This is an optimization exercise on Yosys and OpenROAD, whose aim is small area, a short achievable clock period and few clock cycles, not a production implementation.
The RTL was checked by simulation tests, not by an equivalence proof against the original design.

== old ==
==> flow/design.v <==
module lufft_rx (
    input  wire        clk,
    input  wire        rst,
    input  wire        start,
    input  wire [2:0]  mode,
    input  wire [15:0] len,
    input  wire [7:0]  ecmd,
    input  wire [7:0]  ever,
    output wire        idle,
    input  wire        in_valid,
    input  wire [7:0]  in_data,
    output wire        in_ready,
    output reg         pay_valid,
    output wire [7:0]  pay_data,
    output reg         ent_valid,
    output wire [63:0] ent_value,
    output wire        ent_recog,
    output wire [1:0]  ent_kind,
    output reg         done,
    output reg  [7:0]  res_err,
    output wire [7:0]  res_len,
    output wire [63:0] res_value,
    output wire        res_recog,
    output wire [1:0]  res_kind
);
    function [15:0] crc_step(input [15:0] c, input [7:0] b);
        integer i;
        reg [15:0] r;
        reg [7:0]  d;
        begin
            r = c;
            d = b;
            for (i = 0; i < 8; i = i + 1) begin
                if (r[0] ^ d[0]) r = (r >> 1) ^ 16'h8408;
                else             r = r >> 1;
                d = d >> 1;
            end
            crc_step = r;
        end
    endfunction
    reg        idle_r;        
    reg        rdy;           
    reg        rep;           
    reg        h7v;           
    reg [2:0]  md;
    reg [7:0]  cm, ve;
    reg        lerr;
    reg [15:0] rem;           
    reg [7:0]  iq;            
    reg        iv;
    reg        f0q;           
    reg        c_lt2;         
    reg        c_neg;         
    reg        c_z;           
    reg        c_le7;         
    reg [2:0]  hidx;          
    reg [2:0]  dd;            
    reg        pre;           
    reg [3:0]  pos;           
    reg        hdone;         
    reg [15:0] crc;
    reg [2:0]  ecode;         
    reg [7:0]  plen;          
    reg        pshort;        
    reg [8:0]  mk;            
    reg        pwin;          
    reg        ine, ebeg;     
    reg        sgn;
    reg        recog;
    reg [1:0]  kind;
    reg [63:0] val;           
    wire [7:0] x_cmd  = cm;
    wire [7:0] x_ver  = ve;
    wire [7:0] m_left = cm;
    wire [7:0] erem   = ve;
    wire [39:0] hb    = val[39:0];
    wire act  = ~idle_r;
    wire acc  = start & idle_r;
    wire xfer = in_valid & rdy & act;
    wire rem1 = (rem == 16'd1);
    wire ill  = md[2] & (md[1] | md[0]);
    wire nod  = (rem == 16'd0);        
    wire done_d = act & ((xfer & rem1) | ill | nod);
    assign idle     = idle_r;
    assign in_ready = rdy;
    wire nv   = iv & act & ~rep;
    wire h6   = nv & (hidx == 3'd6);
    wire       remhi = |rem[15:9];
    wire [8:0] r6    = rem[8:0] - 9'd6;
    wire [8:0] r13   = rem[8:0] - 9'd13;
    wire [8:0] din9  = {1'b0, in_data};
    wire       s_neg = !remhi && (din9 > r6);
    wire       s_z   = !remhi && (din9 == r6);
    wire       s_le7 = !remhi && ((rem[8:0] < 9'd13) || (din9 >= r13));
    wire       lerr6 = c_lt2 || c_neg || lerr;    
    wire       d_z   = c_z;
    wire       d_sm  = c_le7 && !c_z;     
    wire       d_big = !c_le7;
    wire       rst_f = h6 && !d_z;       
    wire [8:0] f0pos = {1'b0, plen} + 9'd14;
    wire       f0in  = (hidx == 3'd7) && !remhi && (rem[8:0] == f0pos);
    wire       f0hit = pre && f0q;
    wire       rp_on = rep && (dd == 3'd0) && (hidx != 3'd7 || h7v);
    wire [7:0] pb    = rep ? ((hidx == 3'd6) ? plen + 8'd2 : hb[7:0]) : iq;
    wire       fp    = (nv && (!pre || f0hit)) || rp_on;
    wire       pp    = iv && pwin;
    wire       f9    = fp && !hdone && (pos == 4'd9);
    wire       pwin_d = acc ? 1'b0 : (pp && rem4) ? 1'b0 : f9 ? (plen != 8'd0) : pwin;
    wire       hb_sh = (nv && hidx != 3'd0 && hidx < 3'd6) || (rep && hidx != 3'd6);      
    wire rem4    = (rem == 16'd4);
    wire        crc_en = fp && (rem != 16'd0);
    wire [15:0] crc_s  = crc_step(crc, pb);
    wire        crc_ok = (nv && rem1) ? (crc[15:8] == 8'd0 && iq == crc[7:0])
                                      : (crc == 16'd0);
    reg        hbad;
    reg [2:0]  hcode;
    always @(*) begin
        hbad  = 1'b0;
        hcode = 3'd0;
        case ({hdone, pos})
            5'd0: begin hbad = (pb != 8'h01); hcode = 3'd2; end
            5'd1: begin hbad = (pb != 8'h10); hcode = 3'd3; end
            5'd7: begin hbad = (pb != 8'h02); hcode = 3'd4; end
            5'd8: begin hbad = (pb != x_cmd); hcode = 3'd5; end
            5'd9: begin hbad = (pb != x_ver); hcode = 3'd6; end
            default: ;
        endcase
    end
    wire m1 = (md == 3'd1), m2 = (md == 3'd2), m3 = (md == 3'd3), m4 = (md == 3'd4);
    wire known = (iq[7:3] == 5'b00010);
    reg [7:0] wp1;    
    always @(*) begin
        case (iq[2:0])
            3'd0, 3'd1:       wp1 = 8'd2;
            3'd2, 3'd3:       wp1 = 8'd3;
            3'd4, 3'd5, 3'd6: wp1 = 8'd5;
            default:          wp1 = 8'd9;
        endcase
    end
    wire tg    = pp && (pos == 4'd2) && ine;
    wire sbyte = pp && m2 && ebeg && (m_left != 8'd0);
    wire eend  = pp && ine && (erem == 8'd1);
    wire tagbad = known && (erem != wp1);
    wire perr  = (sbyte && (iq < 8'd2)) || (tg && tagbad);
    wire       inv   = (pos >= 4'd3) && (pos <= 4'd10);
    wire       vw    = pp && inv && ((ine && recog) ||
                                     (m3 && pos == 4'd3) || (m4 && pos <= 4'd5));
    wire [2:0] vj    = pos[2:0] - 3'd3;
    wire       fill  = vw && sgn && iq[7];
    wire       vclr  = tg && !known;
    integer k;
    always @(posedge clk) begin
        ent_valid <= 1'b0;
        done      <= done_d;
        iq <= in_data;
        iv <= in_valid & act & rdy;
        f0q   <= f0in;
        c_lt2 <= (in_data < 8'd2);
        c_neg <= s_neg;
        c_z   <= s_z;
        c_le7 <= s_le7;
        if (xfer) rem <= rem - 16'd1;
        if (nv && hidx != 3'd7) hidx <= hidx + 3'd1;
        if (fp && !hdone) pos <= pos + 4'd1;
        if (crc_en) crc <= crc_s;
        if (fp && ecode == 3'd0 && hbad) ecode <= hcode;
        if (perr && ecode == 3'd0) ecode <= 3'd7;
        if ((nv || (rep && hidx == 3'd7 && h7v)) && mk != 9'd0) begin
            mk <= mk - 9'd1;
            if (mk == 9'd1 && iq != 8'h03) lerr <= 1'b1;
        end
        if (f0hit && nv) pre <= 1'b0;
        if (h6) begin
            plen <= iq - 8'd2;
            dd   <= rem[2:0] - iq[2:0] - 3'd6;      
            mk   <= {1'b0, iq} + 9'd2;
            case (md)
                3'd1:       pshort <= (iq < 8'd5);
                3'd2, 3'd3: pshort <= (iq < 8'd4);
                3'd4:       pshort <= (iq < 8'd6);
                default:    pshort <= 1'b0;
            endcase
            if (lerr6) lerr <= 1'b1;
            if (rst_f) begin
                pos   <= 4'd0;
                crc   <= 16'hFFFF;
                ecode <= 3'd0;
            end
            if (!lerr6 && d_sm) begin
                rep  <= 1'b1;
                rdy  <= 1'b0;
                hidx <= 3'd1;
            end
            if (!lerr6 && d_big) pre <= 1'b1;
        end
        if (rep) begin
            if (dd != 3'd0) dd <= dd - 3'd1;
            if (hidx == 3'd1) h7v <= iv;
            if (hidx == 3'd6) rdy <= 1'b1;
            if (hidx == 3'd7) rep <= 1'b0;
            else              hidx <= hidx + 3'd1;
        end
        pwin      <= pwin_d;
        pay_valid <= in_valid & act & rdy & pwin_d;
        if (f9) begin
            hdone <= 1'b1;
            pos   <= (m3 || m4) ? 4'd2 : 4'd0;
            ine  <= m1;
            ve   <= plen;
            ebeg <= 1'b0;
            sgn  <= 1'b0;
        end
        if (pp) begin
            if (pos != 4'd15) pos <= pos + 4'd1;
            if (m2 && !ine && !ebeg && pos == 4'd1) begin
                cm     <= iq;
                ebeg   <= 1'b1;
            end
            if (sbyte) begin
                ve   <= iq;
                pos   <= 4'd1;
                ine  <= 1'b1;
                ebeg <= 1'b0;
            end
            if (ine) ve <= erem - 8'd1;
            if (eend) begin
                ine       <= 1'b0;
                ent_valid <= m2;
                ebeg      <= 1'b1;
                cm        <= m_left - 8'd1;
            end
        end
        if (tg) begin
            recog <= known;
            kind  <= (iq == 8'h16) ? 2'd1 : (iq == 8'h17) ? 2'd2 : 2'd0;
            sgn   <= known && iq[0] && !(iq[2] && iq[1]);
        end
        for (k = 0; k < 8; k = k + 1) begin
            if (hb_sh && k < 5)
                val[k*8 +: 8] <= (k == 4) ? iq : val[k*8+8 +: 8];
            else if (vclr || (vw && vj <= k))
                val[k*8 +: 8] <= (vw && vj == k) ? iq : {8{fill}};
        end
        if (ill)                    res_err <= 8'h30;
        else if (nod)               res_err <= 8'h01;
        else if (lerr)              res_err <= 8'h10;
        else if (!crc_ok)           res_err <= 8'h11;
        else if (ecode != 3'd0)     res_err <= {5'b00010, ecode};
        else if (pshort || (m2 && m_left != 8'd0)) res_err <= 8'h17;
        else                        res_err <= 8'h00;
        if (acc) begin
            idle_r <= 1'b0;
            md     <= mode;
            cm     <= ecmd;
            ve     <= ever;
            rem    <= len;
            lerr   <= (len < 16'd14);
            hidx   <= 3'd0;
            pos    <= 4'd0;
            hdone  <= 1'b0;
            pre    <= 1'b0;
            crc    <= 16'hFFFF;
            ecode  <= 3'd0;
            mk     <= 9'd0;
        end
        if (done_d) idle_r <= 1'b1;
        if (rst) begin
            idle_r    <= 1'b1;
            rdy       <= 1'b1;
            rep       <= 1'b0;
                done      <= 1'b0;
            ent_valid <= 1'b0;
            iv        <= 1'b0;
        end
    end
    assign pay_data  = iq;
    assign ent_value = val;
    assign ent_recog = recog;
    assign ent_kind  = kind;
    assign res_len   = plen;
    assign res_value = val;
    assign res_recog = recog;
    assign res_kind  = kind;
endmodule
export LEC_CHECK = 0
export CAP_MARGIN = 20
export CORE_MARGIN = 2
export CORE_UTILIZATION = 60
export CTS_CLUSTER_DIAMETER = 120
export CTS_CLUSTER_SIZE = 40
export SETUP_SLACK_MARGIN = 5
export SLEW_MARGIN = 20
create_clock -name core_clock -period 8.5 [get_ports {clk}]
standard.sh (not shown) runs the stock make flow with config.mk's settings and CLKGATE_MAP_FILE= SYNTH_SCRIPT=/design/flow/synth_recipe.tcl, a recipe that flattens the netlist after the stock synthesis.
==> flow/flow/run.sh <==
#!/bin/bash
set -euo pipefail
bash standard.sh BUFFER_PORTS_ARGS="-buffer_cell sky130_fd_sc_hd__buf_1" SETUP_SLACK_MARGIN=5.5 finish > standard.log 2>&1
Testbench counts of old, summed over its fixed seeds: cycles 15,909.
Input-level comparison between new and old:
# old
export LEC_CHECK = 0
export CAP_MARGIN = 20
export CORE_MARGIN = 2
export CORE_UTILIZATION = 60
export CTS_CLUSTER_DIAMETER = 120
export CTS_CLUSTER_SIZE = 40
export SETUP_SLACK_MARGIN = 5
export SLEW_MARGIN = 20
create_clock -name core_clock -period 8.5 [get_ports {clk}]
# new
export LEC_CHECK = 0
export ABC_AREA = 1
export CAP_MARGIN = 20
export CORE_MARGIN = 2
export CORE_UTILIZATION = 60
export CTS_CLUSTER_DIAMETER = 80
export CTS_CLUSTER_SIZE = 24
export SETUP_SLACK_MARGIN = 5
export SLEW_MARGIN = 20
create_clock -name core_clock -period 8.5 [get_ports {clk}]
Diff old -> new | routed wire length per instance | down by a little under 10%. Looking only at register share of the cell area, and setting everything else aside, the higher value of old and new goes to old. Sort old and new by minimum setup slack among reg-to-reg paths desc -> top: new. | first-iteration DRC count | lower: old |.

[static timing again, ports no longer ideal]
The flow's constraints put no driver on any port. The routed layouts listed below were extracted and timed again, unchanged, in two steps.
Step 1, drivers: a clkbuf_16 drives clk and a buf_2 each remaining input, both assumed.
Step 2 also shifts input and output timing later by t, the mid clock arrival at the registers, as if the neighbouring blocks saw the same clock.
Three values: ideal ports, drivers, drivers and shift; two values: the first two.
| run | shift t [ns] | setup slack, ns | cell pins on the clock port's net |
|---|---|---|---|
| old | 0.481 | 5.547 / 5.499 / 5.141 | 1 |
| new | 0.489 | 5.509 / 5.462 / 5.120 | 1 |
After both steps every run listed still meets setup and hold. For old, which loses most, drivers alone change the setup slack by -0.048 ns; drivers and shift together by -0.406 ns.
